This is an optimization exercise on Yosys and OpenROAD, whose aim is small area, a short achievable clock period and few clock cycles per item, not a production implementation.
The RTL of this run was laid out without a check of its function.

**run.sh**
```bash
#!/bin/bash
# synth_recipe.tcl (not shown) runs the flow's synth.tcl, then flattens the netlist and writes it again
# the make line also repeats each setting of config.mk as NAME=value (left out here)
make -C /OpenROAD-flow-scripts/flow DESIGN_CONFIG=/design/flow/config.mk WORK_HOME=/design/flow/orfs CLKGATE_MAP_FILE= SYNTH_SCRIPT=/design/flow/synth_recipe.tcl finish
```
**config.mk**
```make
export PLATFORM = sky130hd
export DESIGN_NAME = cbc_aes_dec
export DESIGN_NICKNAME = cbc_aes_dec
export VERILOG_FILES = /design/flow/design.v
export SDC_FILE = /design/flow/constraint.sdc
export NUM_CORES = 8
export LEC_CHECK = 0
export CAP_MARGIN = 20
export CORE_MARGIN = 2
export CORE_UTILIZATION = 40
export SLEW_MARGIN = 20
export SYNTH_HIERARCHICAL = 1
```
**constraint.sdc**
```tcl
create_clock -name core_clock -period 10.0 [get_ports {clk}]
set_input_delay 2.0000 -clock core_clock [delete_from_list [all_inputs] [get_ports {clk}]]
set_output_delay 2.0000 -clock core_clock [all_outputs]
set_load 0.01 [all_outputs]
```
**design.v**
```verilog
module aes_sbox (
    input  wire [7:0] a,
    output wire [7:0] y
);
    wire w1;
    wire w2;
    wire w3;
    wire w4;
    wire w5;
    wire w6;
    wire w7;
    wire w8;
    wire w9;
    wire w10;
    wire w11;
    wire w12;
    wire w13;
    wire w14;
    wire w15;
    wire w16;
    wire w17;
    wire w18;
    wire w19;
    wire w20;
    wire w21;
    wire w22;
    wire w23;
    wire w24;
    wire w25;
    wire w26;
    wire w27;
    wire w28;
    wire w29;
    wire w30;
    wire w31;
    wire w32;
    wire w33;
    wire w34;
    wire w35;
    wire w36;
    wire w37;
    wire w38;
    wire w39;
    wire w40;
    wire w41;
    wire w42;
    wire w43;
    wire w44;
    wire w45;
    wire w46;
    wire w47;
    wire w48;
    wire w49;
    wire w50;
    wire w51;
    wire w52;
    wire w53;
    wire w54;
    wire w55;
    wire w56;
    wire w57;
    wire w58;
    wire w59;
    wire w60;
    wire w61;
    wire w62;
    wire w63;
    wire w64;
    wire w65;
    wire w66;
    wire w67;
    wire w68;
    wire w69;
    wire w70;
    wire w71;
    wire w72;
    wire w73;
    wire w74;
    wire w75;
    wire w76;
    wire w77;
    wire w78;
    wire w79;
    wire w80;
    wire w81;
    wire w82;
    wire w83;
    wire w84;
    wire w85;
    wire w86;
    wire w87;
    wire w88;
    wire w89;
    wire w90;
    wire w91;
    wire w92;
    wire w93;
    wire w94;
    wire w95;
    wire w96;
    wire w97;
    wire w98;
    wire w99;
    wire w100;
    wire w101;
    wire w102;
    wire w103;
    wire w104;
    wire w105;
    wire w106;
    wire w107;
    wire w108;
    wire w109;
    wire w110;
    wire w111;
    wire w112;
    wire w113;
    wire w114;
    wire w115;
    wire w116;
    wire w117;
    wire w118;
    wire w119;
    wire w120;
    wire w121;
    wire w122;
    wire w123;
    wire w124;
    wire w125;
    wire w126;
    wire w127;
    wire w128;
    wire w129;
    wire w130;
    wire w131;
    wire w132;
    wire w133;
    wire w134;
    wire w135;
    wire w136;
    wire w137;
    wire w138;
    wire w139;
    wire w140;
    wire w141;
    wire w142;
    wire w143;
    wire w144;
    wire w145;
    wire w146;
    wire w147;
    wire w148;
    wire w149;
    sb_xor2 u_w1 (.a(a[2]), .b(a[7]), .y(w1));
    sb_xor2 u_w2 (.a(a[4]), .b(a[6]), .y(w2));
    sb_xor2 u_w3 (.a(a[3]), .b(a[5]), .y(w3));
    sb_xor2 u_w4 (.a(a[0]), .b(a[1]), .y(w4));
    sb_xor2 u_w5 (.a(w1), .b(w3), .y(w5));
    sb_xor2 u_w6 (.a(a[2]), .b(a[5]), .y(w6));
    sb_xor2 u_w7 (.a(a[1]), .b(w2), .y(w7));
    sb_xor2 u_w8 (.a(a[1]), .b(a[6]), .y(w8));
    sb_xor2 u_w9 (.a(a[3]), .b(w1), .y(w9));
    sb_xor2 u_w10 (.a(a[7]), .b(w2), .y(w10));
    sb_xor2 u_w11 (.a(a[0]), .b(a[6]), .y(w11));
    sb_xor2 u_w12 (.a(a[2]), .b(a[3]), .y(w12));
    sb_xor2 u_w13 (.a(w2), .b(w4), .y(w13));
    sb_xor2 u_w14 (.a(a[7]), .b(w3), .y(w14));
    sb_xor2 u_w15 (.a(a[4]), .b(w5), .y(w15));
    sb_xor2 u_w16 (.a(a[3]), .b(a[7]), .y(w16));
    sb_xor2 u_w17 (.a(a[5]), .b(a[7]), .y(w17));
    sb_xor2 u_w18 (.a(a[0]), .b(a[4]), .y(w18));
    sb_xor2 u_w19 (.a(a[0]), .b(w2), .y(w19));
    sb_xor2 u_w20 (.a(w6), .b(w8), .y(w20));
    sb_xor2 u_w21 (.a(a[2]), .b(w3), .y(w21));
    sb_xor2 u_w22 (.a(w11), .b(w12), .y(w22));
    sb_xor2 u_w23 (.a(a[2]), .b(w4), .y(w23));
    sb_xor2 u_w24 (.a(a[6]), .b(w1), .y(w24));
    sb_xor2 u_w25 (.a(w4), .b(w6), .y(w25));
    sb_xor2 u_w26 (.a(w5), .b(w7), .y(w26));
    sb_xor2 u_w27 (.a(w8), .b(w14), .y(w27));
    sb_xor2 u_w28 (.a(a[0]), .b(w10), .y(w28));
    sb_xor2 u_w29 (.a(w4), .b(w9), .y(w29));
    sb_xor2 u_w30 (.a(w19), .b(w9), .y(w30));
    sb_xor2 u_w31 (.a(a[0]), .b(w5), .y(w31));
    sb_xor2 u_w32 (.a(a[3]), .b(a[6]), .y(w32));
    sb_xor2 u_w33 (.a(w1), .b(w32), .y(w33));
    sb_xor2 u_w34 (.a(a[1]), .b(a[4]), .y(w34));
    sb_xor2 u_w35 (.a(w34), .b(w5), .y(w35));
    sb_xor2 u_w36 (.a(w1), .b(w8), .y(w36));
    sb_xor2 u_w37 (.a(a[1]), .b(a[3]), .y(w37));
    sb_xor2 u_w38 (.a(w16), .b(w2), .y(w38));
    sb_xor2 u_w39 (.a(a[6]), .b(w4), .y(w39));
    sb_xor2 u_w40 (.a(w11), .b(w5), .y(w40));
    sb_xor2 u_w41 (.a(a[4]), .b(w1), .y(w41));
    sb_xor2 u_w42 (.a(a[4]), .b(w16), .y(w42));
    sb_xor2 u_w43 (.a(w1), .b(w13), .y(w43));
    sb_xor2 u_w44 (.a(w6), .b(w19), .y(w44));
    sb_xor2 u_w45 (.a(a[1]), .b(w5), .y(w45));
    sb_xor2 u_w46 (.a(w2), .b(w9), .y(w46));
    sb_xor2 u_w47 (.a(a[0]), .b(w21), .y(w47));
    sb_xor2 u_w48 (.a(a[4]), .b(w23), .y(w48));
    sb_xor2 u_w49 (.a(w12), .b(w18), .y(w49));
    sb_xor2 u_w50 (.a(a[6]), .b(w17), .y(w50));
    sb_xor2 u_w51 (.a(w2), .b(w21), .y(w51));
    sb_xor2 u_w52 (.a(a[1]), .b(w1), .y(w52));
    sb_xor2 u_w53 (.a(w4), .b(w10), .y(w53));
    sb_xor2 u_w54 (.a(w18), .b(w14), .y(w54));
    sb_xor2 u_w55 (.a(a[7]), .b(w7), .y(w55));
    sb_xor2 u_w56 (.a(a[1]), .b(w15), .y(w56));
    sb_xor2 u_w57 (.a(a[5]), .b(w28), .y(w57));
    sb_xor2 u_w58 (.a(w7), .b(w9), .y(w58));
    sb_xor2 u_w59 (.a(w4), .b(w15), .y(w59));
    sb_xor2 u_w60 (.a(a[1]), .b(w9), .y(w60));
    sb_xor2 u_w61 (.a(a[3]), .b(w7), .y(w61));
    sb_xor2 u_w62 (.a(a[6]), .b(w6), .y(w62));
    sb_xor2 u_w63 (.a(a[5]), .b(w24), .y(w63));
    sb_nand2 u_w64 (.a(w29), .b(w13), .y(w64));
    sb_nand2 u_w65 (.a(w7), .b(w26), .y(w65));
    sb_nand2 u_w66 (.a(w30), .b(w31), .y(w66));
    sb_nand2 u_w67 (.a(w33), .b(w35), .y(w67));
    sb_nand2 u_w68 (.a(w36), .b(w20), .y(w68));
    sb_nand2 u_w69 (.a(w37), .b(w38), .y(w69));
    sb_nand2 u_w70 (.a(w39), .b(w40), .y(w70));
    sb_nand2 u_w71 (.a(w41), .b(w42), .y(w71));
    sb_nand2 u_w72 (.a(w43), .b(w44), .y(w72));
    sb_xor2 u_w73 (.a(w10), .b(w64), .y(w73));
    sb_xor2 u_w74 (.a(w65), .b(w67), .y(w74));
    sb_xor2 u_w75 (.a(w68), .b(w71), .y(w75));
    sb_xor2 u_w76 (.a(w73), .b(w74), .y(w76));
    sb_xnor2 u_w77 (.a(w75), .b(w76), .y(w77));
    sb_xor2 u_w78 (.a(w17), .b(w64), .y(w78));
    sb_xor2 u_w79 (.a(w66), .b(w69), .y(w79));
    sb_xor2 u_w80 (.a(w71), .b(w78), .y(w80));
    sb_xor2 u_w81 (.a(w79), .b(w80), .y(w81));
    sb_xor2 u_w82 (.a(w45), .b(w64), .y(w82));
    sb_xor2 u_w83 (.a(w65), .b(w69), .y(w83));
    sb_xor2 u_w84 (.a(w70), .b(w82), .y(w84));
    sb_xor2 u_w85 (.a(w83), .b(w84), .y(w85));
    sb_xor2 u_w86 (.a(w46), .b(w64), .y(w86));
    sb_xor2 u_w87 (.a(w65), .b(w66), .y(w87));
    sb_xor2 u_w88 (.a(w67), .b(w69), .y(w88));
    sb_xor2 u_w89 (.a(w70), .b(w71), .y(w89));
    sb_xor2 u_w90 (.a(w72), .b(w86), .y(w90));
    sb_xor2 u_w91 (.a(w87), .b(w88), .y(w91));
    sb_xor2 u_w92 (.a(w89), .b(w90), .y(w92));
    sb_xor2 u_w93 (.a(w91), .b(w92), .y(w93));
    wire [3:0] n = {w93, w85, w81, w77};
    wire [3:0] ni;
    sbox_inv16 u_inv (.n(n), .ni(ni));
    sb_nand2 u_w94 (.a(ni[0]), .b(w47), .y(w94));
    sb_nand2 u_w95 (.a(ni[1]), .b(w24), .y(w95));
    sb_nand2 u_w96 (.a(ni[2]), .b(w15), .y(w96));
    sb_nand2 u_w97 (.a(ni[3]), .b(w60), .y(w97));
    sb_xor2 u_w98 (.a(w94), .b(w95), .y(w98));
    sb_xor2 u_w99 (.a(w96), .b(w97), .y(w99));
    sb_xnor2 u_w100 (.a(w98), .b(w99), .y(w100));
    assign y[0] = w100;
    sb_nand2 u_w101 (.a(ni[0]), .b(w22), .y(w101));
    sb_nand2 u_w102 (.a(ni[1]), .b(w27), .y(w102));
    sb_nand2 u_w103 (.a(ni[2]), .b(w25), .y(w103));
    sb_nand2 u_w104 (.a(ni[3]), .b(w61), .y(w104));
    sb_xor2 u_w105 (.a(w101), .b(w102), .y(w105));
    sb_xor2 u_w106 (.a(w103), .b(w104), .y(w106));
    sb_xnor2 u_w107 (.a(w105), .b(w106), .y(w107));
    assign y[1] = w107;
    sb_nand2 u_w108 (.a(ni[0]), .b(w48), .y(w108));
    sb_nand2 u_w109 (.a(ni[1]), .b(w22), .y(w109));
    sb_nand2 u_w110 (.a(ni[2]), .b(w27), .y(w110));
    sb_nand2 u_w111 (.a(ni[3]), .b(w25), .y(w111));
    sb_xor2 u_w112 (.a(w108), .b(w109), .y(w112));
    sb_xor2 u_w113 (.a(w110), .b(w111), .y(w113));
    sb_xor2 u_w114 (.a(w112), .b(w113), .y(w114));
    assign y[2] = w114;
    sb_nand2 u_w115 (.a(ni[0]), .b(w13), .y(w115));
    sb_nand2 u_w116 (.a(ni[1]), .b(w20), .y(w116));
    sb_nand2 u_w117 (.a(ni[2]), .b(w56), .y(w117));
    sb_nand2 u_w118 (.a(ni[3]), .b(w26), .y(w118));
    sb_xor2 u_w119 (.a(w115), .b(w116), .y(w119));
    sb_xor2 u_w120 (.a(w117), .b(w118), .y(w120));
    sb_xor2 u_w121 (.a(w119), .b(w120), .y(w121));
    assign y[3] = w121;
    sb_nand2 u_w122 (.a(ni[0]), .b(w49), .y(w122));
    sb_nand2 u_w123 (.a(ni[1]), .b(w53), .y(w123));
    sb_nand2 u_w124 (.a(ni[2]), .b(w57), .y(w124));
    sb_nand2 u_w125 (.a(ni[3]), .b(w62), .y(w125));
    sb_xor2 u_w126 (.a(w122), .b(w123), .y(w126));
    sb_xor2 u_w127 (.a(w124), .b(w125), .y(w127));
    sb_xor2 u_w128 (.a(w126), .b(w127), .y(w128));
    assign y[4] = w128;
    sb_nand2 u_w129 (.a(ni[0]), .b(w50), .y(w129));
    sb_nand2 u_w130 (.a(ni[1]), .b(w54), .y(w130));
    sb_nand2 u_w131 (.a(ni[2]), .b(w11), .y(w131));
    sb_nand2 u_w132 (.a(ni[3]), .b(w63), .y(w132));
    sb_xor2 u_w133 (.a(w129), .b(w130), .y(w133));
    sb_xor2 u_w134 (.a(w131), .b(w132), .y(w134));
    sb_xnor2 u_w135 (.a(w133), .b(w134), .y(w135));
    assign y[5] = w135;
    sb_nand2 u_w136 (.a(ni[0]), .b(w51), .y(w136));
    sb_nand2 u_w137 (.a(ni[1]), .b(w55), .y(w137));
    sb_nand2 u_w138 (.a(ni[2]), .b(w58), .y(w138));
    sb_nand2 u_w139 (.a(ni[3]), .b(w10), .y(w139));
    sb_xor2 u_w140 (.a(w136), .b(w137), .y(w140));
    sb_xor2 u_w141 (.a(w138), .b(w139), .y(w141));
    sb_xnor2 u_w142 (.a(w140), .b(w141), .y(w142));
    assign y[6] = w142;
    sb_nand2 u_w143 (.a(ni[0]), .b(w52), .y(w143));
    sb_nand2 u_w144 (.a(ni[1]), .b(w23), .y(w144));
    sb_nand2 u_w145 (.a(ni[2]), .b(w59), .y(w145));
    sb_nand2 u_w146 (.a(ni[3]), .b(w28), .y(w146));
    sb_xor2 u_w147 (.a(w143), .b(w144), .y(w147));
    sb_xor2 u_w148 (.a(w145), .b(w146), .y(w148));
    sb_xor2 u_w149 (.a(w147), .b(w148), .y(w149));
    assign y[7] = w149;
endmodule
module aes_inv_sbox (
    input  wire [7:0] a,
    output wire [7:0] y
);
    wire w1;
    wire w2;
    wire w3;
    wire w4;
    wire w5;
    wire w6;
    wire w7;
    wire w8;
    wire w9;
    wire w10;
    wire w11;
    wire w12;
    wire w13;
    wire w14;
    wire w15;
    wire w16;
    wire w17;
    wire w18;
    wire w19;
    wire w20;
    wire w21;
    wire w22;
    wire w23;
    wire w24;
    wire w25;
    wire w26;
    wire w27;
    wire w28;
    wire w29;
    wire w30;
    wire w31;
    wire w32;
    wire w33;
    wire w34;
    wire w35;
    wire w36;
    wire w37;
    wire w38;
    wire w39;
    wire w40;
    wire w41;
    wire w42;
    wire w43;
    wire w44;
    wire w45;
    wire w46;
    wire w47;
    wire w48;
    wire w49;
    wire w50;
    wire w51;
    wire w52;
    wire w53;
    wire w54;
    wire w55;
    wire w56;
    wire w57;
    wire w58;
    wire w59;
    wire w60;
    wire w61;
    wire w62;
    wire w63;
    wire w64;
    wire w65;
    wire w66;
    wire w67;
    wire w68;
    wire w69;
    wire w70;
    wire w71;
    wire w72;
    wire w73;
    wire w74;
    wire w75;
    wire w76;
    wire w77;
    wire w78;
    wire w79;
    wire w80;
    wire w81;
    wire w82;
    wire w83;
    wire w84;
    wire w85;
    wire w86;
    wire w87;
    wire w88;
    wire w89;
    wire w90;
    wire w91;
    wire w92;
    wire w93;
    wire w94;
    wire w95;
    wire w96;
    wire w97;
    wire w98;
    wire w99;
    wire w100;
    wire w101;
    wire w102;
    wire w103;
    wire w104;
    wire w105;
    wire w106;
    wire w107;
    wire w108;
    wire w109;
    wire w110;
    wire w111;
    wire w112;
    wire w113;
    wire w114;
    wire w115;
    wire w116;
    wire w117;
    wire w118;
    wire w119;
    wire w120;
    wire w121;
    wire w122;
    wire w123;
    wire w124;
    wire w125;
    wire w126;
    wire w127;
    wire w128;
    wire w129;
    wire w130;
    wire w131;
    wire w132;
    wire w133;
    wire w134;
    wire w135;
    wire w136;
    wire w137;
    wire w138;
    wire w139;
    wire w140;
    wire w141;
    wire w142;
    wire w143;
    wire w144;
    wire w145;
    wire w146;
    wire w147;
    wire w148;
    wire w149;
    wire w150;
    wire w151;
    wire w152;
    wire w153;
    wire w154;
    wire w155;
    wire w156;
    wire w157;
    wire w158;
    wire w159;
    wire w160;
    wire w161;
    wire w162;
    wire w163;
    sb_xor2 u_w1 (.a(a[2]), .b(a[6]), .y(w1));
    sb_xor2 u_w2 (.a(a[0]), .b(a[4]), .y(w2));
    sb_xor2 u_w3 (.a(a[1]), .b(a[7]), .y(w3));
    sb_xor2 u_w4 (.a(a[3]), .b(a[5]), .y(w4));
    sb_xor2 u_w5 (.a(a[7]), .b(w1), .y(w5));
    sb_xor2 u_w6 (.a(a[1]), .b(a[5]), .y(w6));
    sb_xor2 u_w7 (.a(w1), .b(w3), .y(w7));
    sb_xor2 u_w8 (.a(a[3]), .b(a[6]), .y(w8));
    sb_xor2 u_w9 (.a(a[4]), .b(w4), .y(w9));
    sb_xor2 u_w10 (.a(a[2]), .b(w2), .y(w10));
    sb_xor2 u_w11 (.a(a[3]), .b(a[7]), .y(w11));
    sb_xor2 u_w12 (.a(a[0]), .b(a[5]), .y(w12));
    sb_xor2 u_w13 (.a(a[5]), .b(a[7]), .y(w13));
    sb_xor2 u_w14 (.a(a[1]), .b(w2), .y(w14));
    sb_xor2 u_w15 (.a(a[3]), .b(w3), .y(w15));
    sb_xor2 u_w16 (.a(a[5]), .b(w2), .y(w16));
    sb_xor2 u_w17 (.a(a[2]), .b(w3), .y(w17));
    sb_xor2 u_w18 (.a(a[0]), .b(w6), .y(w18));
    sb_xor2 u_w19 (.a(a[4]), .b(w1), .y(w19));
    sb_xor2 u_w20 (.a(a[2]), .b(a[3]), .y(w20));
    sb_xnor2 u_w21 (.a(w20), .b(w3), .y(w21));
    sb_xor2 u_w22 (.a(a[1]), .b(w4), .y(w22));
    sb_xnor2 u_w23 (.a(w8), .b(w14), .y(w23));
    sb_xor2 u_w24 (.a(w2), .b(w5), .y(w24));
    sb_xnor2 u_w25 (.a(w1), .b(w11), .y(w25));
    sb_xor2 u_w26 (.a(a[4]), .b(a[6]), .y(w26));
    sb_xnor2 u_w27 (.a(w26), .b(w6), .y(w27));
    sb_inv u_w28 (.a(w13), .y(w28));
    sb_xnor2 u_w29 (.a(w1), .b(w6), .y(w29));
    sb_xor2 u_w30 (.a(w1), .b(w4), .y(w30));
    sb_xor2 u_w31 (.a(a[2]), .b(a[4]), .y(w31));
    sb_inv u_w32 (.a(w5), .y(w32));
    sb_xor2 u_w33 (.a(w5), .b(w9), .y(w33));
    sb_inv u_w34 (.a(w15), .y(w34));
    sb_xor2 u_w35 (.a(w4), .b(w10), .y(w35));
    sb_xor2 u_w36 (.a(a[1]), .b(a[3]), .y(w36));
    sb_xor2 u_w37 (.a(w1), .b(w36), .y(w37));
    sb_xor2 u_w38 (.a(a[0]), .b(a[6]), .y(w38));
    sb_xor2 u_w39 (.a(a[7]), .b(w38), .y(w39));
    sb_inv u_w40 (.a(w9), .y(w40));
    sb_inv u_w41 (.a(w17), .y(w41));
    sb_xnor2 u_w42 (.a(a[6]), .b(w14), .y(w42));
    sb_xor2 u_w43 (.a(a[0]), .b(w8), .y(w43));
    sb_xor2 u_w44 (.a(a[6]), .b(w3), .y(w44));
    sb_xnor2 u_w45 (.a(w4), .b(w44), .y(w45));
    sb_xor2 u_w46 (.a(a[3]), .b(w1), .y(w46));
    sb_xor2 u_w47 (.a(w2), .b(w46), .y(w47));
    sb_xor2 u_w48 (.a(a[4]), .b(a[5]), .y(w48));
    sb_xor2 u_w49 (.a(w48), .b(w5), .y(w49));
    sb_xnor2 u_w50 (.a(w12), .b(w5), .y(w50));
    sb_xnor2 u_w51 (.a(a[5]), .b(w7), .y(w51));
    sb_inv u_w52 (.a(w18), .y(w52));
    sb_inv u_w53 (.a(w8), .y(w53));
    sb_xor2 u_w54 (.a(w16), .b(w7), .y(w54));
    sb_inv u_w55 (.a(a[5]), .y(w55));
    sb_xor2 u_w56 (.a(a[3]), .b(a[4]), .y(w56));
    sb_xor2 u_w57 (.a(w56), .b(w7), .y(w57));
    sb_xnor2 u_w58 (.a(w11), .b(w10), .y(w58));
    sb_xnor2 u_w59 (.a(w11), .b(w2), .y(w59));
    sb_inv u_w60 (.a(w3), .y(w60));
    sb_xnor2 u_w61 (.a(a[2]), .b(w18), .y(w61));
    sb_xor2 u_w62 (.a(a[4]), .b(a[7]), .y(w62));
    sb_xnor2 u_w63 (.a(w62), .b(w8), .y(w63));
    sb_inv u_w64 (.a(w17), .y(w64));
    sb_xnor2 u_w65 (.a(a[2]), .b(w9), .y(w65));
    sb_xor2 u_w66 (.a(a[5]), .b(w10), .y(w66));
    sb_xor2 u_w67 (.a(a[1]), .b(w19), .y(w67));
    sb_inv u_w68 (.a(w19), .y(w68));
    sb_inv u_w69 (.a(w5), .y(w69));
    sb_xor2 u_w70 (.a(a[2]), .b(w12), .y(w70));
    sb_xor2 u_w71 (.a(a[0]), .b(a[1]), .y(w71));
    sb_xor2 u_w72 (.a(w13), .b(w10), .y(w72));
    sb_xor2 u_w73 (.a(a[1]), .b(w9), .y(w73));
    sb_xnor2 u_w74 (.a(w1), .b(w12), .y(w74));
    sb_xor2 u_w75 (.a(a[6]), .b(w2), .y(w75));
    sb_inv u_w76 (.a(w15), .y(w76));
    sb_inv u_w77 (.a(w2), .y(w77));
    sb_nand2 u_w78 (.a(a[3]), .b(w21), .y(w78));
    sb_nand2 u_w79 (.a(w22), .b(w23), .y(w79));
    sb_nand2 u_w80 (.a(w6), .b(w24), .y(w80));
    sb_nand2 u_w81 (.a(w25), .b(w27), .y(w81));
    sb_nand2 u_w82 (.a(w28), .b(w29), .y(w82));
    sb_nand2 u_w83 (.a(w30), .b(w31), .y(w83));
    sb_nand2 u_w84 (.a(w32), .b(w33), .y(w84));
    sb_nand2 u_w85 (.a(w34), .b(w35), .y(w85));
    sb_nand2 u_w86 (.a(w37), .b(w39), .y(w86));
    sb_xor2 u_w87 (.a(w16), .b(w78), .y(w87));
    sb_xor2 u_w88 (.a(w79), .b(w81), .y(w88));
    sb_xor2 u_w89 (.a(w82), .b(w85), .y(w89));
    sb_xor2 u_w90 (.a(w87), .b(w88), .y(w90));
    sb_xnor2 u_w91 (.a(w89), .b(w90), .y(w91));
    sb_xor2 u_w92 (.a(w7), .b(w78), .y(w92));
    sb_xor2 u_w93 (.a(w80), .b(w83), .y(w93));
    sb_xor2 u_w94 (.a(w85), .b(w92), .y(w94));
    sb_xor2 u_w95 (.a(w93), .b(w94), .y(w95));
    sb_xor2 u_w96 (.a(w40), .b(w78), .y(w96));
    sb_xor2 u_w97 (.a(w79), .b(w83), .y(w97));
    sb_xor2 u_w98 (.a(w84), .b(w96), .y(w98));
    sb_xor2 u_w99 (.a(w97), .b(w98), .y(w99));
    sb_xor2 u_w100 (.a(w41), .b(w78), .y(w100));
    sb_xor2 u_w101 (.a(w79), .b(w80), .y(w101));
    sb_xor2 u_w102 (.a(w81), .b(w83), .y(w102));
    sb_xor2 u_w103 (.a(w84), .b(w85), .y(w103));
    sb_xor2 u_w104 (.a(w86), .b(w100), .y(w104));
    sb_xor2 u_w105 (.a(w101), .b(w102), .y(w105));
    sb_xor2 u_w106 (.a(w103), .b(w104), .y(w106));
    sb_xor2 u_w107 (.a(w105), .b(w106), .y(w107));
    wire [3:0] n = {w107, w99, w95, w91};
    wire [3:0] ni;
    sbox_inv16 u_inv (.n(n), .ni(ni));
    sb_nand2 u_w108 (.a(ni[0]), .b(w42), .y(w108));
    sb_nand2 u_w109 (.a(ni[1]), .b(w53), .y(w109));
    sb_nand2 u_w110 (.a(ni[2]), .b(w63), .y(w110));
    sb_nand2 u_w111 (.a(ni[3]), .b(w71), .y(w111));
    sb_xor2 u_w112 (.a(w108), .b(w109), .y(w112));
    sb_xor2 u_w113 (.a(w110), .b(w111), .y(w113));
    sb_xor2 u_w114 (.a(w112), .b(w113), .y(w114));
    assign y[0] = w114;
    sb_nand2 u_w115 (.a(ni[0]), .b(w43), .y(w115));
    sb_nand2 u_w116 (.a(ni[1]), .b(w54), .y(w116));
    sb_nand2 u_w117 (.a(ni[2]), .b(w64), .y(w117));
    sb_nand2 u_w118 (.a(ni[3]), .b(w7), .y(w118));
    sb_xor2 u_w119 (.a(w115), .b(w116), .y(w119));
    sb_xor2 u_w120 (.a(w117), .b(w118), .y(w120));
    sb_xor2 u_w121 (.a(w119), .b(w120), .y(w121));
    assign y[1] = w121;
    sb_nand2 u_w122 (.a(ni[0]), .b(w45), .y(w122));
    sb_nand2 u_w123 (.a(ni[1]), .b(w55), .y(w123));
    sb_nand2 u_w124 (.a(ni[2]), .b(w65), .y(w124));
    sb_nand2 u_w125 (.a(ni[3]), .b(w72), .y(w125));
    sb_xor2 u_w126 (.a(w122), .b(w123), .y(w126));
    sb_xor2 u_w127 (.a(w124), .b(w125), .y(w127));
    sb_xor2 u_w128 (.a(w126), .b(w127), .y(w128));
    assign y[2] = w128;
    sb_nand2 u_w129 (.a(ni[0]), .b(w47), .y(w129));
    sb_nand2 u_w130 (.a(ni[1]), .b(w57), .y(w130));
    sb_nand2 u_w131 (.a(ni[2]), .b(w66), .y(w131));
    sb_nand2 u_w132 (.a(ni[3]), .b(w73), .y(w132));
    sb_xor2 u_w133 (.a(w129), .b(w130), .y(w133));
    sb_xor2 u_w134 (.a(w131), .b(w132), .y(w134));
    sb_xor2 u_w135 (.a(w133), .b(w134), .y(w135));
    assign y[3] = w135;
    sb_nand2 u_w136 (.a(ni[0]), .b(w49), .y(w136));
    sb_nand2 u_w137 (.a(ni[1]), .b(w58), .y(w137));
    sb_nand2 u_w138 (.a(ni[2]), .b(w67), .y(w138));
    sb_nand2 u_w139 (.a(ni[3]), .b(w74), .y(w139));
    sb_xor2 u_w140 (.a(w136), .b(w137), .y(w140));
    sb_xor2 u_w141 (.a(w138), .b(w139), .y(w141));
    sb_xor2 u_w142 (.a(w140), .b(w141), .y(w142));
    assign y[4] = w142;
    sb_nand2 u_w143 (.a(ni[0]), .b(w50), .y(w143));
    sb_nand2 u_w144 (.a(ni[1]), .b(w59), .y(w144));
    sb_nand2 u_w145 (.a(ni[2]), .b(w68), .y(w145));
    sb_nand2 u_w146 (.a(ni[3]), .b(w75), .y(w146));
    sb_xor2 u_w147 (.a(w143), .b(w144), .y(w147));
    sb_xor2 u_w148 (.a(w145), .b(w146), .y(w148));
    sb_xor2 u_w149 (.a(w147), .b(w148), .y(w149));
    assign y[5] = w149;
    sb_nand2 u_w150 (.a(ni[0]), .b(w51), .y(w150));
    sb_nand2 u_w151 (.a(ni[1]), .b(w60), .y(w151));
    sb_nand2 u_w152 (.a(ni[2]), .b(w69), .y(w152));
    sb_nand2 u_w153 (.a(ni[3]), .b(w76), .y(w153));
    sb_xor2 u_w154 (.a(w150), .b(w151), .y(w154));
    sb_xor2 u_w155 (.a(w152), .b(w153), .y(w155));
    sb_xor2 u_w156 (.a(w154), .b(w155), .y(w156));
    assign y[6] = w156;
    sb_nand2 u_w157 (.a(ni[0]), .b(w52), .y(w157));
    sb_nand2 u_w158 (.a(ni[1]), .b(w61), .y(w158));
    sb_nand2 u_w159 (.a(ni[2]), .b(w70), .y(w159));
    sb_nand2 u_w160 (.a(ni[3]), .b(w77), .y(w160));
    sb_xor2 u_w161 (.a(w157), .b(w158), .y(w161));
    sb_xor2 u_w162 (.a(w159), .b(w160), .y(w162));
    sb_xor2 u_w163 (.a(w161), .b(w162), .y(w163));
    assign y[7] = w163;
endmodule
module sb_xor2 (input wire a, input wire b, output wire y); assign y = a ^ b; endmodule
module sb_xnor2 (input wire a, input wire b, output wire y); assign y = ~(a ^ b); endmodule
module sb_nand2 (input wire a, input wire b, output wire y); assign y = ~(a & b); endmodule
module sb_inv (input wire a, output wire y); assign y = ~a; endmodule
module sbox_inv16 (
    input  wire [3:0] n,
    output reg  [3:0] ni
);
    always @(*) begin
        case (n)
            4'h0: ni = 4'h0;
            4'h1: ni = 4'h1;
            4'h2: ni = 4'h9;
            4'h3: ni = 4'he;
            4'h4: ni = 4'hd;
            4'h5: ni = 4'hb;
            4'h6: ni = 4'h7;
            4'h7: ni = 4'h6;
            4'h8: ni = 4'hf;
            4'h9: ni = 4'h2;
            4'ha: ni = 4'hc;
            4'hb: ni = 4'h5;
            4'hc: ni = 4'ha;
            4'hd: ni = 4'h4;
            4'he: ni = 4'h3;
            4'hf: ni = 4'h8;
        endcase
    end
endmodule
module aes_inv_mix_col (
    input  wire [31:0] col_in,
    output wire [31:0] col_out
);
    wire w1;
    wire w2;
    wire w3;
    wire w4;
    wire w5;
    wire w6;
    wire w7;
    wire w8;
    wire w9;
    wire w10;
    wire w11;
    wire w12;
    wire w13;
    wire w14;
    wire w15;
    wire w16;
    wire w17;
    wire w18;
    wire w19;
    wire w20;
    wire w21;
    wire w22;
    wire w23;
    wire w24;
    wire w25;
    wire w26;
    wire w27;
    wire w28;
    wire w29;
    wire w30;
    wire w31;
    wire w32;
    wire w33;
    wire w34;
    wire w35;
    wire w36;
    wire w37;
    wire w38;
    wire w39;
    wire w40;
    wire w41;
    wire w42;
    wire w43;
    wire w44;
    wire w45;
    wire w46;
    wire w47;
    wire w48;
    wire w49;
    wire w50;
    wire w51;
    wire w52;
    wire w53;
    wire w54;
    wire w55;
    wire w56;
    wire w57;
    wire w58;
    wire w59;
    wire w60;
    wire w61;
    wire w62;
    wire w63;
    wire w64;
    wire w65;
    wire w66;
    wire w67;
    wire w68;
    wire w69;
    wire w70;
    wire w71;
    wire w72;
    wire w73;
    wire w74;
    wire w75;
    wire w76;
    wire w77;
    wire w78;
    wire w79;
    wire w80;
    wire w81;
    wire w82;
    wire w83;
    wire w84;
    wire w85;
    wire w86;
    wire w87;
    wire w88;
    wire w89;
    wire w90;
    wire w91;
    wire w92;
    wire w93;
    wire w94;
    wire w95;
    wire w96;
    wire w97;
    wire w98;
    wire w99;
    wire w100;
    wire w101;
    wire w102;
    wire w103;
    wire w104;
    wire w105;
    wire w106;
    wire w107;
    wire w108;
    wire w109;
    wire w110;
    wire w111;
    wire w112;
    wire w113;
    wire w114;
    wire w115;
    wire w116;
    wire w117;
    wire w118;
    wire w119;
    wire w120;
    wire w121;
    wire w122;
    wire w123;
    wire w124;
    wire w125;
    wire w126;
    wire w127;
    wire w128;
    wire w129;
    wire w130;
    wire w131;
    wire w132;
    wire w133;
    wire w134;
    wire w135;
    wire w136;
    wire w137;
    wire w138;
    wire w139;
    wire w140;
    wire w141;
    wire w142;
    wire w143;
    wire w144;
    wire w145;
    wire w146;
    wire w147;
    wire w148;
    wire w149;
    wire w150;
    wire w151;
    wire w152;
    wire w153;
    wire w154;
    wire w155;
    wire w156;
    wire w157;
    wire w158;
    wire w159;
    wire w160;
    wire w161;
    wire w162;
    wire w163;
    wire w164;
    wire w165;
    wire w166;
    wire w167;
    wire w168;
    wire w169;
    wire w170;
    wire w171;
    wire w172;
    wire w173;
    wire w174;
    wire w175;
    wire w176;
    wire w177;
    wire w178;
    wire w179;
    wire w180;
    wire w181;
    wire w182;
    sb_xor2 u_w1 (.a(col_in[29]), .b(col_in[13]), .y(w1));
    sb_xor2 u_w2 (.a(col_in[21]), .b(col_in[5]), .y(w2));
    sb_xor2 u_w3 (.a(col_in[30]), .b(col_in[14]), .y(w3));
    sb_xor2 u_w4 (.a(col_in[22]), .b(col_in[6]), .y(w4));
    sb_xor2 u_w5 (.a(w1), .b(w2), .y(w5));
    sb_xor2 u_w6 (.a(col_in[31]), .b(col_in[23]), .y(w6));
    sb_xor2 u_w7 (.a(col_in[19]), .b(col_in[15]), .y(w7));
    sb_xor2 u_w8 (.a(col_in[11]), .b(col_in[7]), .y(w8));
    sb_xor2 u_w9 (.a(col_in[18]), .b(w3), .y(w9));
    sb_xor2 u_w10 (.a(col_in[10]), .b(w4), .y(w10));
    sb_xor2 u_w11 (.a(col_in[16]), .b(w5), .y(w11));
    sb_xor2 u_w12 (.a(col_in[17]), .b(col_in[1]), .y(w12));
    sb_xor2 u_w13 (.a(col_in[24]), .b(col_in[8]), .y(w13));
    sb_xor2 u_w14 (.a(col_in[25]), .b(col_in[9]), .y(w14));
    sb_xor2 u_w15 (.a(col_in[20]), .b(col_in[4]), .y(w15));
    sb_xor2 u_w16 (.a(col_in[28]), .b(col_in[12]), .y(w16));
    sb_xor2 u_w17 (.a(col_in[26]), .b(col_in[2]), .y(w17));
    sb_xor2 u_w18 (.a(col_in[27]), .b(col_in[3]), .y(w18));
    sb_xor2 u_w19 (.a(w7), .b(w8), .y(w19));
    sb_xor2 u_w20 (.a(w6), .b(w18), .y(w20));
    sb_xor2 u_w21 (.a(w9), .b(w10), .y(w21));
    sb_xor2 u_w22 (.a(col_in[0]), .b(w3), .y(w22));
    sb_xor2 u_w23 (.a(w5), .b(w12), .y(w23));
    sb_xor2 u_w24 (.a(col_in[27]), .b(col_in[23]), .y(w24));
    sb_xor2 u_w25 (.a(col_in[15]), .b(col_in[7]), .y(w25));
    sb_xor2 u_w26 (.a(col_in[0]), .b(w13), .y(w26));
    sb_xor2 u_w27 (.a(w15), .b(w16), .y(w27));
    sb_xor2 u_w28 (.a(w19), .b(w20), .y(w28));
    sb_xor2 u_w29 (.a(w14), .b(w23), .y(w29));
    sb_xor2 u_w30 (.a(w17), .b(w21), .y(w30));
    sb_xor2 u_w31 (.a(col_in[31]), .b(col_in[3]), .y(w31));
    sb_xor2 u_w32 (.a(col_in[7]), .b(w13), .y(w32));
    sb_xor2 u_w33 (.a(w11), .b(w26), .y(w33));
    sb_xor2 u_w34 (.a(col_in[23]), .b(col_in[9]), .y(w34));
    sb_xor2 u_w35 (.a(col_in[31]), .b(col_in[16]), .y(w35));
    sb_xor2 u_w36 (.a(col_in[25]), .b(col_in[0]), .y(w36));
    sb_xor2 u_w37 (.a(w4), .b(w12), .y(w37));
    sb_xor2 u_w38 (.a(col_in[26]), .b(w15), .y(w38));
    sb_xor2 u_w39 (.a(col_in[12]), .b(w7), .y(w39));
    sb_xor2 u_w40 (.a(col_in[28]), .b(w8), .y(w40));
    sb_xor2 u_w41 (.a(w2), .b(w24), .y(w41));
    sb_xor2 u_w42 (.a(w4), .b(w16), .y(w42));
    sb_xor2 u_w43 (.a(col_in[22]), .b(w25), .y(w43));
    sb_xor2 u_w44 (.a(col_in[15]), .b(w35), .y(w44));
    sb_xor2 u_w45 (.a(col_in[2]), .b(w16), .y(w45));
    sb_xor2 u_w46 (.a(w1), .b(w31), .y(w46));
    sb_xor2 u_w47 (.a(w3), .b(w15), .y(w47));
    sb_xor2 u_w48 (.a(col_in[31]), .b(w4), .y(w48));
    sb_xor2 u_w49 (.a(col_in[6]), .b(w6), .y(w49));
    sb_xor2 u_w50 (.a(w9), .b(w19), .y(w50));
    sb_xor2 u_w51 (.a(w10), .b(w38), .y(w51));
    sb_xor2 u_w52 (.a(col_in[30]), .b(w27), .y(w52));
    sb_xor2 u_w53 (.a(col_in[14]), .b(w27), .y(w53));
    sb_xor2 u_w54 (.a(w14), .b(w22), .y(w54));
    sb_xor2 u_w55 (.a(col_in[8]), .b(w6), .y(w55));
    sb_xor2 u_w56 (.a(w22), .b(w55), .y(w56));
    sb_xor2 u_w57 (.a(w11), .b(w56), .y(w57));
    sb_xor2 u_w58 (.a(col_in[15]), .b(col_in[24]), .y(w58));
    sb_xor2 u_w59 (.a(w34), .b(w58), .y(w59));
    sb_xor2 u_w60 (.a(w37), .b(w59), .y(w60));
    sb_xor2 u_w61 (.a(w11), .b(w60), .y(w61));
    sb_xor2 u_w62 (.a(col_in[17]), .b(col_in[23]), .y(w62));
    sb_xor2 u_w63 (.a(col_in[25]), .b(col_in[2]), .y(w63));
    sb_xor2 u_w64 (.a(w62), .b(w63), .y(w64));
    sb_xor2 u_w65 (.a(w32), .b(w64), .y(w65));
    sb_xor2 u_w66 (.a(w21), .b(w65), .y(w66));
    sb_xor2 u_w67 (.a(col_in[26]), .b(col_in[3]), .y(w67));
    sb_xor2 u_w68 (.a(w14), .b(w67), .y(w68));
    sb_xor2 u_w69 (.a(w68), .b(w50), .y(w69));
    sb_xor2 u_w70 (.a(w33), .b(w69), .y(w70));
    sb_xor2 u_w71 (.a(w24), .b(w39), .y(w71));
    sb_xor2 u_w72 (.a(w51), .b(w71), .y(w72));
    sb_xor2 u_w73 (.a(w29), .b(w72), .y(w73));
    sb_xor2 u_w74 (.a(col_in[13]), .b(col_in[20]), .y(w74));
    sb_xor2 u_w75 (.a(w74), .b(w40), .y(w75));
    sb_xor2 u_w76 (.a(w41), .b(w75), .y(w76));
    sb_xor2 u_w77 (.a(w30), .b(w76), .y(w77));
    sb_xor2 u_w78 (.a(col_in[14]), .b(col_in[21]), .y(w78));
    sb_xor2 u_w79 (.a(col_in[29]), .b(w78), .y(w79));
    sb_xor2 u_w80 (.a(w42), .b(w79), .y(w80));
    sb_xor2 u_w81 (.a(w28), .b(w80), .y(w81));
    sb_xor2 u_w82 (.a(col_in[23]), .b(w1), .y(w82));
    sb_xor2 u_w83 (.a(w43), .b(w82), .y(w83));
    sb_xor2 u_w84 (.a(w52), .b(w83), .y(w84));
    sb_xor2 u_w85 (.a(col_in[15]), .b(col_in[23]), .y(w85));
    sb_xor2 u_w86 (.a(w4), .b(w85), .y(w86));
    sb_xor2 u_w87 (.a(w26), .b(w5), .y(w87));
    sb_xor2 u_w88 (.a(w86), .b(w87), .y(w88));
    sb_xor2 u_w89 (.a(col_in[1]), .b(col_in[8]), .y(w89));
    sb_xor2 u_w90 (.a(w14), .b(w25), .y(w90));
    sb_xor2 u_w91 (.a(w3), .b(w89), .y(w91));
    sb_xor2 u_w92 (.a(w90), .b(w91), .y(w92));
    sb_xor2 u_w93 (.a(w11), .b(w92), .y(w93));
    sb_xor2 u_w94 (.a(col_in[17]), .b(col_in[9]), .y(w94));
    sb_xor2 u_w95 (.a(w17), .b(w94), .y(w95));
    sb_xor2 u_w96 (.a(w10), .b(w22), .y(w96));
    sb_xor2 u_w97 (.a(w44), .b(w95), .y(w97));
    sb_xor2 u_w98 (.a(w96), .b(w97), .y(w98));
    sb_xor2 u_w99 (.a(col_in[18]), .b(col_in[31]), .y(w99));
    sb_xor2 u_w100 (.a(w12), .b(w18), .y(w100));
    sb_xor2 u_w101 (.a(w8), .b(w99), .y(w101));
    sb_xor2 u_w102 (.a(w10), .b(w100), .y(w102));
    sb_xor2 u_w103 (.a(w101), .b(w102), .y(w103));
    sb_xor2 u_w104 (.a(w103), .b(w33), .y(w104));
    sb_xor2 u_w105 (.a(col_in[4]), .b(w45), .y(w105));
    sb_xor2 u_w106 (.a(w105), .b(w50), .y(w106));
    sb_xor2 u_w107 (.a(w106), .b(w29), .y(w107));
    sb_xor2 u_w108 (.a(col_in[20]), .b(col_in[5]), .y(w108));
    sb_xor2 u_w109 (.a(w108), .b(w39), .y(w109));
    sb_xor2 u_w110 (.a(w46), .b(w109), .y(w110));
    sb_xor2 u_w111 (.a(w110), .b(w30), .y(w111));
    sb_xor2 u_w112 (.a(col_in[13]), .b(col_in[21]), .y(w112));
    sb_xor2 u_w113 (.a(col_in[6]), .b(w112), .y(w113));
    sb_xor2 u_w114 (.a(w113), .b(w47), .y(w114));
    sb_xor2 u_w115 (.a(w114), .b(w28), .y(w115));
    sb_xor2 u_w116 (.a(col_in[31]), .b(w2), .y(w116));
    sb_xor2 u_w117 (.a(w116), .b(w43), .y(w117));
    sb_xor2 u_w118 (.a(w117), .b(w53), .y(w118));
    sb_xor2 u_w119 (.a(col_in[24]), .b(w25), .y(w119));
    sb_xor2 u_w120 (.a(w119), .b(w22), .y(w120));
    sb_xor2 u_w121 (.a(w11), .b(w120), .y(w121));
    sb_xor2 u_w122 (.a(col_in[7]), .b(col_in[8]), .y(w122));
    sb_xor2 u_w123 (.a(w122), .b(w36), .y(w123));
    sb_xor2 u_w124 (.a(w123), .b(w48), .y(w124));
    sb_xor2 u_w125 (.a(w124), .b(w23), .y(w125));
    sb_xor2 u_w126 (.a(col_in[1]), .b(w17), .y(w126));
    sb_xor2 u_w127 (.a(w34), .b(w4), .y(w127));
    sb_xor2 u_w128 (.a(w126), .b(w127), .y(w128));
    sb_xor2 u_w129 (.a(w32), .b(w9), .y(w129));
    sb_xor2 u_w130 (.a(w128), .b(w129), .y(w130));
    sb_xor2 u_w131 (.a(col_in[10]), .b(col_in[19]), .y(w131));
    sb_xor2 u_w132 (.a(col_in[2]), .b(w13), .y(w132));
    sb_xor2 u_w133 (.a(w131), .b(w132), .y(w133));
    sb_xor2 u_w134 (.a(w20), .b(w11), .y(w134));
    sb_xor2 u_w135 (.a(w133), .b(w54), .y(w135));
    sb_xor2 u_w136 (.a(w134), .b(w135), .y(w136));
    sb_xor2 u_w137 (.a(w31), .b(w40), .y(w137));
    sb_xor2 u_w138 (.a(w137), .b(w51), .y(w138));
    sb_xor2 u_w139 (.a(w138), .b(w29), .y(w139));
    sb_xor2 u_w140 (.a(col_in[12]), .b(col_in[29]), .y(w140));
    sb_xor2 u_w141 (.a(col_in[4]), .b(w140), .y(w141));
    sb_xor2 u_w142 (.a(w8), .b(w141), .y(w142));
    sb_xor2 u_w143 (.a(w41), .b(w142), .y(w143));
    sb_xor2 u_w144 (.a(w143), .b(w30), .y(w144));
    sb_xor2 u_w145 (.a(col_in[13]), .b(col_in[30]), .y(w145));
    sb_xor2 u_w146 (.a(col_in[5]), .b(w145), .y(w146));
    sb_xor2 u_w147 (.a(w146), .b(w42), .y(w147));
    sb_xor2 u_w148 (.a(w147), .b(w28), .y(w148));
    sb_xor2 u_w149 (.a(col_in[7]), .b(w1), .y(w149));
    sb_xor2 u_w150 (.a(w149), .b(w49), .y(w150));
    sb_xor2 u_w151 (.a(w150), .b(w53), .y(w151));
    sb_xor2 u_w152 (.a(w32), .b(w48), .y(w152));
    sb_xor2 u_w153 (.a(w11), .b(w152), .y(w153));
    sb_xor2 u_w154 (.a(col_in[17]), .b(col_in[24]), .y(w154));
    sb_xor2 u_w155 (.a(w154), .b(w6), .y(w155));
    sb_xor2 u_w156 (.a(w155), .b(w5), .y(w156));
    sb_xor2 u_w157 (.a(w156), .b(w54), .y(w157));
    sb_xor2 u_w158 (.a(col_in[1]), .b(col_in[26]), .y(w158));
    sb_xor2 u_w159 (.a(w158), .b(w36), .y(w159));
    sb_xor2 u_w160 (.a(w159), .b(w44), .y(w160));
    sb_xor2 u_w161 (.a(w160), .b(w21), .y(w161));
    sb_xor2 u_w162 (.a(col_in[11]), .b(w17), .y(w162));
    sb_xor2 u_w163 (.a(w24), .b(w7), .y(w163));
    sb_xor2 u_w164 (.a(w162), .b(w163), .y(w164));
    sb_xor2 u_w165 (.a(w37), .b(w164), .y(w165));
    sb_xor2 u_w166 (.a(w165), .b(w33), .y(w166));
    sb_xor2 u_w167 (.a(col_in[20]), .b(w20), .y(w167));
    sb_xor2 u_w168 (.a(w45), .b(w9), .y(w168));
    sb_xor2 u_w169 (.a(w167), .b(w168), .y(w169));
    sb_xor2 u_w170 (.a(w169), .b(w29), .y(w170));
    sb_xor2 u_w171 (.a(col_in[21]), .b(col_in[28]), .y(w171));
    sb_xor2 u_w172 (.a(col_in[4]), .b(w171), .y(w172));
    sb_xor2 u_w173 (.a(w7), .b(w172), .y(w173));
    sb_xor2 u_w174 (.a(w46), .b(w173), .y(w174));
    sb_xor2 u_w175 (.a(w174), .b(w30), .y(w175));
    sb_xor2 u_w176 (.a(col_in[22]), .b(col_in[29]), .y(w176));
    sb_xor2 u_w177 (.a(col_in[5]), .b(w176), .y(w177));
    sb_xor2 u_w178 (.a(w177), .b(w47), .y(w178));
    sb_xor2 u_w179 (.a(w178), .b(w28), .y(w179));
    sb_xor2 u_w180 (.a(col_in[15]), .b(w2), .y(w180));
    sb_xor2 u_w181 (.a(w180), .b(w49), .y(w181));
    sb_xor2 u_w182 (.a(w181), .b(w52), .y(w182));
    assign col_out[24] = w57;
    assign col_out[25] = w61;
    assign col_out[26] = w66;
    assign col_out[27] = w70;
    assign col_out[28] = w73;
    assign col_out[29] = w77;
    assign col_out[30] = w81;
    assign col_out[31] = w84;
    assign col_out[16] = w88;
    assign col_out[17] = w93;
    assign col_out[18] = w98;
    assign col_out[19] = w104;
    assign col_out[20] = w107;
    assign col_out[21] = w111;
    assign col_out[22] = w115;
    assign col_out[23] = w118;
    assign col_out[8] = w121;
    assign col_out[9] = w125;
    assign col_out[10] = w130;
    assign col_out[11] = w136;
    assign col_out[12] = w139;
    assign col_out[13] = w144;
    assign col_out[14] = w148;
    assign col_out[15] = w151;
    assign col_out[0] = w153;
    assign col_out[1] = w157;
    assign col_out[2] = w161;
    assign col_out[3] = w166;
    assign col_out[4] = w170;
    assign col_out[5] = w175;
    assign col_out[6] = w179;
    assign col_out[7] = w182;
endmodule
module cbc_aes_dec (
    input  wire         clk,
    input  wire         rst,         
    input  wire         key_load,    
    input  wire [127:0] key_in,
    input  wire         iv_load,     
    input  wire [127:0] iv_in,
    input  wire         blk_valid,   
    input  wire [127:0] blk_in,
    output wire         ready,
    output reg          out_valid,   
    output reg  [127:0] out_data
);
    localparam [1:0] S_IDLE = 2'd0,    
                     S_KCHK = 2'd1,    
                     S_KEXP = 2'd2,    
                     S_DEC  = 2'd3;    
    reg [1:0]   fsm;
    reg [3:0]   rnd;
    reg         kvalid;   
    reg         match;    
    reg         ks_rk;    
    reg         ks_fwd;   
    reg  [7:0]  rcon;     
    reg [127:0] rk;       
    reg [127:0] dk;       
    reg [127:0] state;    
    reg [127:0] iv;       
    reg [127:0] cblk;     
    wire last = (fsm == S_DEC) && (rnd == 4'd0);
    assign ready = (fsm == S_IDLE) || ((fsm == S_KCHK) && match) || last;
    wire take     = ready && !rst;
    wire take_key = take && key_load;
    wire take_iv  = take && !key_load && iv_load;
    wire take_blk = take && !key_load && !iv_load && blk_valid;
    wire [31:0] r0 = rk[127:96], r1 = rk[95:64], r2 = rk[63:32], r3 = rk[31:0];
    wire [31:0] d0 = dk[127:96], d1 = dk[95:64], d2 = dk[63:32], d3 = dk[31:0];
    wire [31:0] sw_in = ks_rk  ? (r3 ^ r2) :
                        ks_fwd ? d3 : (d3 ^ d2);
    wire [31:0] sw_out;
    aes_sbox u_ks_sbox0 (.a(sw_in[23:16]), .y(sw_out[31:24]));
    aes_sbox u_ks_sbox1 (.a(sw_in[15:8]),  .y(sw_out[23:16]));
    aes_sbox u_ks_sbox2 (.a(sw_in[7:0]),   .y(sw_out[15:8]));
    aes_sbox u_ks_sbox3 (.a(sw_in[31:24]), .y(sw_out[7:0]));
    wire [31:0] rc32 = {rcon, 24'h000000};
    wire [31:0] r0c  = r0 ^ rc32;
    wire [31:0] d0c  = d0 ^ rc32;
    wire [31:0] d01c = d0c ^ d1;
    wire [31:0] d012c = d01c ^ d2;
    wire [127:0] rk_prev = {r0c ^ sw_out, r1 ^ r0, r2 ^ r1, r3 ^ r2};
    wire [127:0] dk_prev = {d0c ^ sw_out, d1 ^ d0, d2 ^ d1, d3 ^ d2};
    wire [127:0] dk_next = {d0c ^ sw_out, d01c ^ sw_out, d012c ^ sw_out, (d012c ^ d3) ^ sw_out};
    wire [127:0] isr;
    wire [127:0] isb;
    wire [127:0] ark = isb ^ rk;
    wire [127:0] imc;
    genvar r, c;
    generate
        for (c = 0; c < 4; c = c + 1) begin : g_col
            for (r = 0; r < 4; r = r + 1) begin : g_row
                assign isr[127 - 8*(r + 4*c) -: 8] = state[127 - 8*(r + 4*((c + 4 - r) % 4)) -: 8];
                aes_inv_sbox u_sbox (
                    .a(isr[127 - 8*(r + 4*c) -: 8]),
                    .y(isb[127 - 8*(r + 4*c) -: 8])
                );
            end
            aes_inv_mix_col u_mix (
                .col_in (ark[127 - 32*c -: 32]),
                .col_out(imc[127 - 32*c -: 32])
            );
        end
    endgenerate
    always @(posedge clk) begin
        state    <= take_blk ? (blk_in ^ dk) : imc;
        out_data <= ark ^ iv;
        match    <= kvalid && (key_in == rk);
        if (take_key)
            rk <= key_in;
        else if (take_blk)
            rk <= dk_prev;
        else if (ks_rk)
            rk <= rk_prev;
        if (fsm == S_KCHK && !match)
            dk <= rk;
        else if (ks_fwd)
            dk <= dk_next;
        if (take_blk)
            cblk <= blk_in;
    end
    reg [1:0] fsm_n;
    reg [3:0] rnd_n;
    reg       kvalid_n;
    always @(*) begin
        fsm_n    = fsm;
        rnd_n    = rnd;
        kvalid_n = kvalid;
        if (take_key) begin
            fsm_n = S_KCHK;
        end else if (take_blk) begin
            rnd_n = 4'd9;
            fsm_n = S_DEC;
        end else begin
            case (fsm)
                S_KCHK: begin
                    if (!match) begin
                        kvalid_n = 1'b0;
                        rnd_n    = 4'd1;
                        fsm_n    = S_KEXP;
                    end else begin
                        fsm_n = S_IDLE;
                    end
                end
                S_KEXP: begin
                    rnd_n = rnd + 4'd1;
                    if (rnd == 4'd10) begin
                        kvalid_n = 1'b1;
                        fsm_n    = S_IDLE;
                    end
                end
                S_DEC: begin
                    rnd_n = rnd - 4'd1;
                    if (last)
                        fsm_n = S_IDLE;
                end
                default: ;
            endcase
        end
    end
    wire ks_rk_n  = (fsm_n == S_DEC) && (rnd_n != 4'd0);
    wire ks_fwd_n = (fsm_n == S_KEXP);
    wire [3:0] rc_idx_n = (ks_rk_n || ks_fwd_n) ? rnd_n : 4'd10;
    reg  [7:0] rcon_n;
    always @(*) begin
        case (rc_idx_n)
            4'd1:    rcon_n = 8'h01;
            4'd2:    rcon_n = 8'h02;
            4'd3:    rcon_n = 8'h04;
            4'd4:    rcon_n = 8'h08;
            4'd5:    rcon_n = 8'h10;
            4'd6:    rcon_n = 8'h20;
            4'd7:    rcon_n = 8'h40;
            4'd8:    rcon_n = 8'h80;
            4'd9:    rcon_n = 8'h1b;
            4'd10:   rcon_n = 8'h36;
            default: rcon_n = 8'h00;
        endcase
    end
    always @(posedge clk) begin
        if (rst) begin
            fsm       <= S_IDLE;
            rnd       <= 4'd0;
            kvalid    <= 1'b0;
            ks_rk     <= 1'b0;
            ks_fwd    <= 1'b0;
            iv        <= 128'd0;
            out_valid <= 1'b0;
        end else begin
            fsm       <= fsm_n;
            rnd       <= rnd_n;
            kvalid    <= kvalid_n;
            ks_rk     <= ks_rk_n;
            ks_fwd    <= ks_fwd_n;
            out_valid <= last;
            if (take_iv)
                iv <= iv_in;
            else if (last)
                iv <= cblk;
        end
        rcon <= rcon_n;
    end
endmodule
```
==> impl_metrics.json <==
{
  "run_status": "timing/DRC/antenna clean",
  "fin_crit_ps": 9052,
  "fp.dieH_um": 432.3,
  "clock_tree.htree_level_count": 3,
  "cap_violations": 0,
  "share_of_final_layout_standard_cells_stronger_than_drive_strength_1_pct": 4.359,
  "worstSetupEndpointType": "flip-flop",
  "firstDrtPassIters": 5,
  "crit_path_end": "state[45]$_DFF_P_",
  "antenna_violating_nets_post_route": 0,
  "yosys_warnings": 8,
  "maxSlewHeadroom_pct": 22.32,
  "post-route-cell-area_um2": 82760,
  "r2r_start": "state[108]$_DFF_P_",
  "cts-root-buf": "sky130_fd_sc_hd__clkbuf_16",
  "synthTopCellsByArea": "sky130_fd_sc_hd__xor2_1, sky130_fd_sc_hd__edfxtp_1, sky130_fd_sc_hd__dfxtp_1, sky130_fd_sc_hd__xnor2_1, sky130_fd_sc_hd__nand2_1",
  "min_period_over_period_pct": 90.52,
  "grtUsageTotal_pct": 29.61,
  "finClkSkew_ps": 53.02,
  "core_um2": 182700,
  "route.detailed.drc": 0,
  "mapped_nets": 9114,
  "gates_resized_cts_repair": 0,
  "floorplan.rows": 157,
  "setup_repair_after_global_routing_missed_its_margin": "no",
  "post_drt_wl_per_cell_um": 25.38,
  "worst_skew_pair_later_pin_latency_ps": 780,
  "min_from": "iv[24]$_SDFFE_PP0P_",
  "post-synth-top-area-fraction_pct": 37.39,
  "cts_setup_buffers": 0,
  "setup_viol_count_final": 0,
  "via_total_after_detailed_routing": 58240,
  "post-route-worst-setup-slack_ps": 948.5,
  "area.growth.synth_to_final_pct": 12.81,
  "max_freq_mhz": 110.5,
  "synth_sequential_area_ratio_pct": 26.72,
  "final-hold-violation-count": 0,
  "grt_antenna_before_repair": 22,
  "seq_area_um2": 19600,
  "cp_max_fo": 8,
  "cp_data_required_time_ps": 10510,
  "synth_largest_area_cell": "sky130_fd_sc_hd__xor2_1",
  "synth_ff_type": "sky130_fd_sc_hd__dfxtp_1",
  "synth.avg_cell_area_um2": 8.550,
  "setup.worst_path.start_class": "flip-flop",
  "first_iter_violations": 5126,
  "postLayoutCoreUtil_pct": 45.30,
  "placed_cell_area_um2": 79300,
  "vias_per_cell": 5.186,
  "synth_edf_count": 384,
  "postRouteWirelength_um": 285000,
  "hold_buffers_post_cts": 0,
  "global_route_wire_length_before_repair_um": 401300,
  "global_route.overflow_total": 0,
  "max_slew.worst_pin.slew_ps": 1165,
  "origin_of_the_worst_setup_path": "state[108]$_DFF_P_",
  "tritoncts": "yes",
  "final.setup.tns_ps": 0,
  "criticalPathCategory": "flip-flop to flip-flop",
  "postSynth.asyncResetShare_pct": 0,
  "die_width_um": 432.3,
  "ff2ff_setup_slack_ps": 950,
  "die_area_um2": 186800,
  "dp.final_hpwl_um": 227300,
  "gp_routability_congestion": 1.015,
  "timing_max_transition_violations_final": 0,
  "via_count_of_the_first_global_routing_pass": 56120,
  "layout_fillers": 17900,
  "pin_count": 519,
  "buffers_on_ports": 518,
  "hold_path_class": "flip-flop to flip-flop",
  "cts_max_path_buffers": 3,
  "regToRegEndpoint": "state[45]$_DFF_P_",
  "timing.reg2reg.worst_path_depth": 22,
  "finish.net_count": 9282,
  "multi_input_gate_area_in_the_final_layout_um2": 49000,
  "cp.arrival_ps": 9560,
  "numCtsBuffers": 97,
  "placement.setup.worst_slack_ps": 1181,
  "cts.sinks": 787,
  "worst_setup_hold_path_clk_slew_ps": 70,
  "floorplan.initialDensity_pct": 40.16,
  "yosysUniqueCellTypes": 71,
  "number_of_storage_elements_in_the_synthesis_netlist": 787,
  "netlist_area_um2": 73360,
  "synth_cells": 8580,
  "grt_max_degree": 111
}
## critical path, cell delays in order, from the launching register on
cell and delay, ps:
sky130_fd_sc_hd__dfxtp_1 1010, sky130_fd_sc_hd__xor2_1 840, sky130_fd_sc_hd__xor2_1 580, sky130_fd_sc_hd__xor2_1 200
sky130_fd_sc_hd__nand2_1 150, sky130_fd_sc_hd__xor2_1 200, sky130_fd_sc_hd__xnor2_1 520, sky130_fd_sc_hd__inv_1 190
sky130_fd_sc_hd__ha_1 350, sky130_fd_sc_hd__nor2b_1 170, sky130_fd_sc_hd__nor3_1 60, sky130_fd_sc_hd__a21oi_1 720
sky130_fd_sc_hd__nand2_1 150, sky130_fd_sc_hd__xor2_1 190, sky130_fd_sc_hd__xor2_1 190, sky130_fd_sc_hd__xor2_1 640
sky130_fd_sc_hd__xor2_1 590, sky130_fd_sc_hd__xor2_1 520, sky130_fd_sc_hd__xor2_1 400, sky130_fd_sc_hd__xor2_1 550
sky130_fd_sc_hd__xor2_1 130, sky130_fd_sc_hd__nand2_1 70, sky130_fd_sc_hd__o21ai_0 310
## routing by layer
metal  track usage [%]  vias up  part of all wire, %
li1                  -    27240                    -
met1             37.58    28250                   41
met2             46.53     2248                   45
met3             4.036      497                  6.3
met4             20.47        6                  7.7
met5                 0        -                0.011
## how the worst min path moves through the flow
stage | end | slack (ps) | cells past startpoint
final | out_data[24]$_DFF_P_ | 420 | 1
after global routing | out_data[24]$_DFF_P_ | 450 | 1
after CTS | out_data[24]$_DFF_P_ | 430 | 1
after detailed placement | out_data[114]$_DFF_P_ | 440 | 1
after global placement | out_data[89]$_DFF_P_ | 440 | 1
after floorplan | out_data[0]$_DFF_P_ | 430 | 1
## state kept, by name, summed over array words and instances, names as in the netlist
| name | flops |
|---|---|
| cblk | 128 |
| dk | 128 |
| iv | 128 |
| out_data | 128 |
| rk | 128 |
| state | 128 |
| rcon | 8 |
| rnd | 4 |
| fsm | 2 |
| ks_fwd | 1 |
| ks_rk | 1 |
| kvalid | 1 |
| match | 1 |
| out_valid | 1 |
## layout by cell type, fill, tap and decap left out, types with 5 or more instances in the layout
cell                              instances
sky130_fd_sc_hd__nand4_1                 16
sky130_fd_sc_hd__o211ai_1                12
sky130_fd_sc_hd__o21ai_0                332
sky130_fd_sc_hd__edfxtp_1               384
sky130_fd_sc_hd__nor2b_1                 84
sky130_fd_sc_hd__clkbuf_8                13
sky130_fd_sc_hd__nor4_1                  16
sky130_fd_sc_hd__clkdlybuf4s50_1        517
sky130_fd_sc_hd__o22ai_1                 15
sky130_fd_sc_hd__inv_6                   11
sky130_fd_sc_hd__mux4_2                  20
sky130_fd_sc_hd__nor2_1                 392
sky130_fd_sc_hd__clkinv_2                12
sky130_fd_sc_hd__dfxtp_1                401
sky130_fd_sc_hd__nor3b_1                 22
sky130_fd_sc_hd__mux2i_1                 21
sky130_fd_sc_hd__ha_1                   145
sky130_fd_sc_hd__xnor2_1                620
sky130_fd_sc_hd__and2b_1                 20
sky130_fd_sc_hd__diode_2                 13
sky130_fd_sc_hd__clkinv_1                 5
sky130_fd_sc_hd__o2bb2ai_1                5
sky130_fd_sc_hd__xor2_2                   6
sky130_fd_sc_hd__bufinv_16                6
sky130_fd_sc_hd__inv_1                  348
sky130_fd_sc_hd__a221oi_1                31
sky130_fd_sc_hd__a21oi_1                252
sky130_fd_sc_hd__nand2_1               1388
sky130_fd_sc_hd__clkinvlp_4               5
sky130_fd_sc_hd__o31ai_1                 17
sky130_fd_sc_hd__nand2b_1                46
sky130_fd_sc_hd__clkbuf_1                18
sky130_fd_sc_hd__a311oi_1               128
sky130_fd_sc_hd__buf_4                  159
sky130_fd_sc_hd__nor3_1                  43
sky130_fd_sc_hd__xor2_1                3126
sky130_fd_sc_hd__clkbuf_16              106
## cells in the mapped netlist, drive strengths merged (5+ instances only)
master	count
nand4	17
dfxtp	403
nand2	1390
buf	349
o211ai	12
nand2b	47
a21oi	256
nor4	16
nor3	44
a221oi	31
o21ai	336
o31ai	21
and2	5
nor3b	22
and2b	20
inv	349
o2bb2ai	5
nor2	393
nor2b	84
nand3	5
xnor2	620
edfxtp	384
clkbuf	265
o22ai	15
a311oi	128
xor2	3132
mux4	20
ha	145
mux2i	21
## per-module statistics from Yosys (local to each module, per instance)
module	cell area [µm²]	copies in the design
sb_xor2	8.758	2612
cbc_aes_dec	37480	1
aes_inv_sbox	60.06	16
sb_inv	3.754	224
sbox_inv16	225.2	20
sb_nand2	3.754	820
aes_sbox	60.06	4
sb_xnor2	8.758	276
aes_inv_mix_col	240.2	4
## area by class of cell
type                            count  area share, %
Inverter                          349          1.592
Timing Repair Buffer              683          7.763
Clock buffer                      138          3.509
Antenna cell                       13        0.03931
Clock inverter                     45         0.5972
Sequential cell                   787          23.69
Tap cell                         2385          3.606
Multi-Input combinational cell   6830          59.21
## through the flow
stage	std cells	hold slack, ps
finish	11230	419.1
global route	11230	450.7
CTS	11210	432.3
detailed placement	11030	439.7
global placement	11030	438.9
floorplan	8580	430.6
## logic make-up after synthesis
logic type | count (synthesis) | synth area share (%)
flops | 787 | 26.72
simple gates | 2056 | 11.50
xor+xnor | 3752 | 44.79
mux | 43 | 0.9312
buf+inv | 963 | 6.705
compound gates | 834 | 6.879
fa+ha+maj | 145 | 2.473

## port drivers added, routing unchanged
No port has a modelled driver above. Below, the same layout with a new extraction and two added sets of constraints.
Step 1 assumes that a clkbuf_16 drives the clock port and a buf_2 every other input.
Step 2 adds t to the input delays and takes it off the output delays; t is the mean of the earliest and latest rising clock arrival at the registers after step 1. Input paths then give back, and output paths get back, about the clock's delay inside the block.
a / b / c = ideal ports / drivers / drivers and shift; a / b = the first two.
shift t [ns]: 0.836
setup slack, ns: 0.948 / 0.948 / 0.948
worst hold slack (ns): 0.419 / 0.419 / 0.419
clock arrival spread, ns: 0.057 / 0.057
slew at the worst register clock pin (ns): 0.07 / 0.07
After both steps this run still meets setup and hold. For this run, drivers alone change the setup slack by 0.000 ns; drivers and shift together by 0.000 ns.
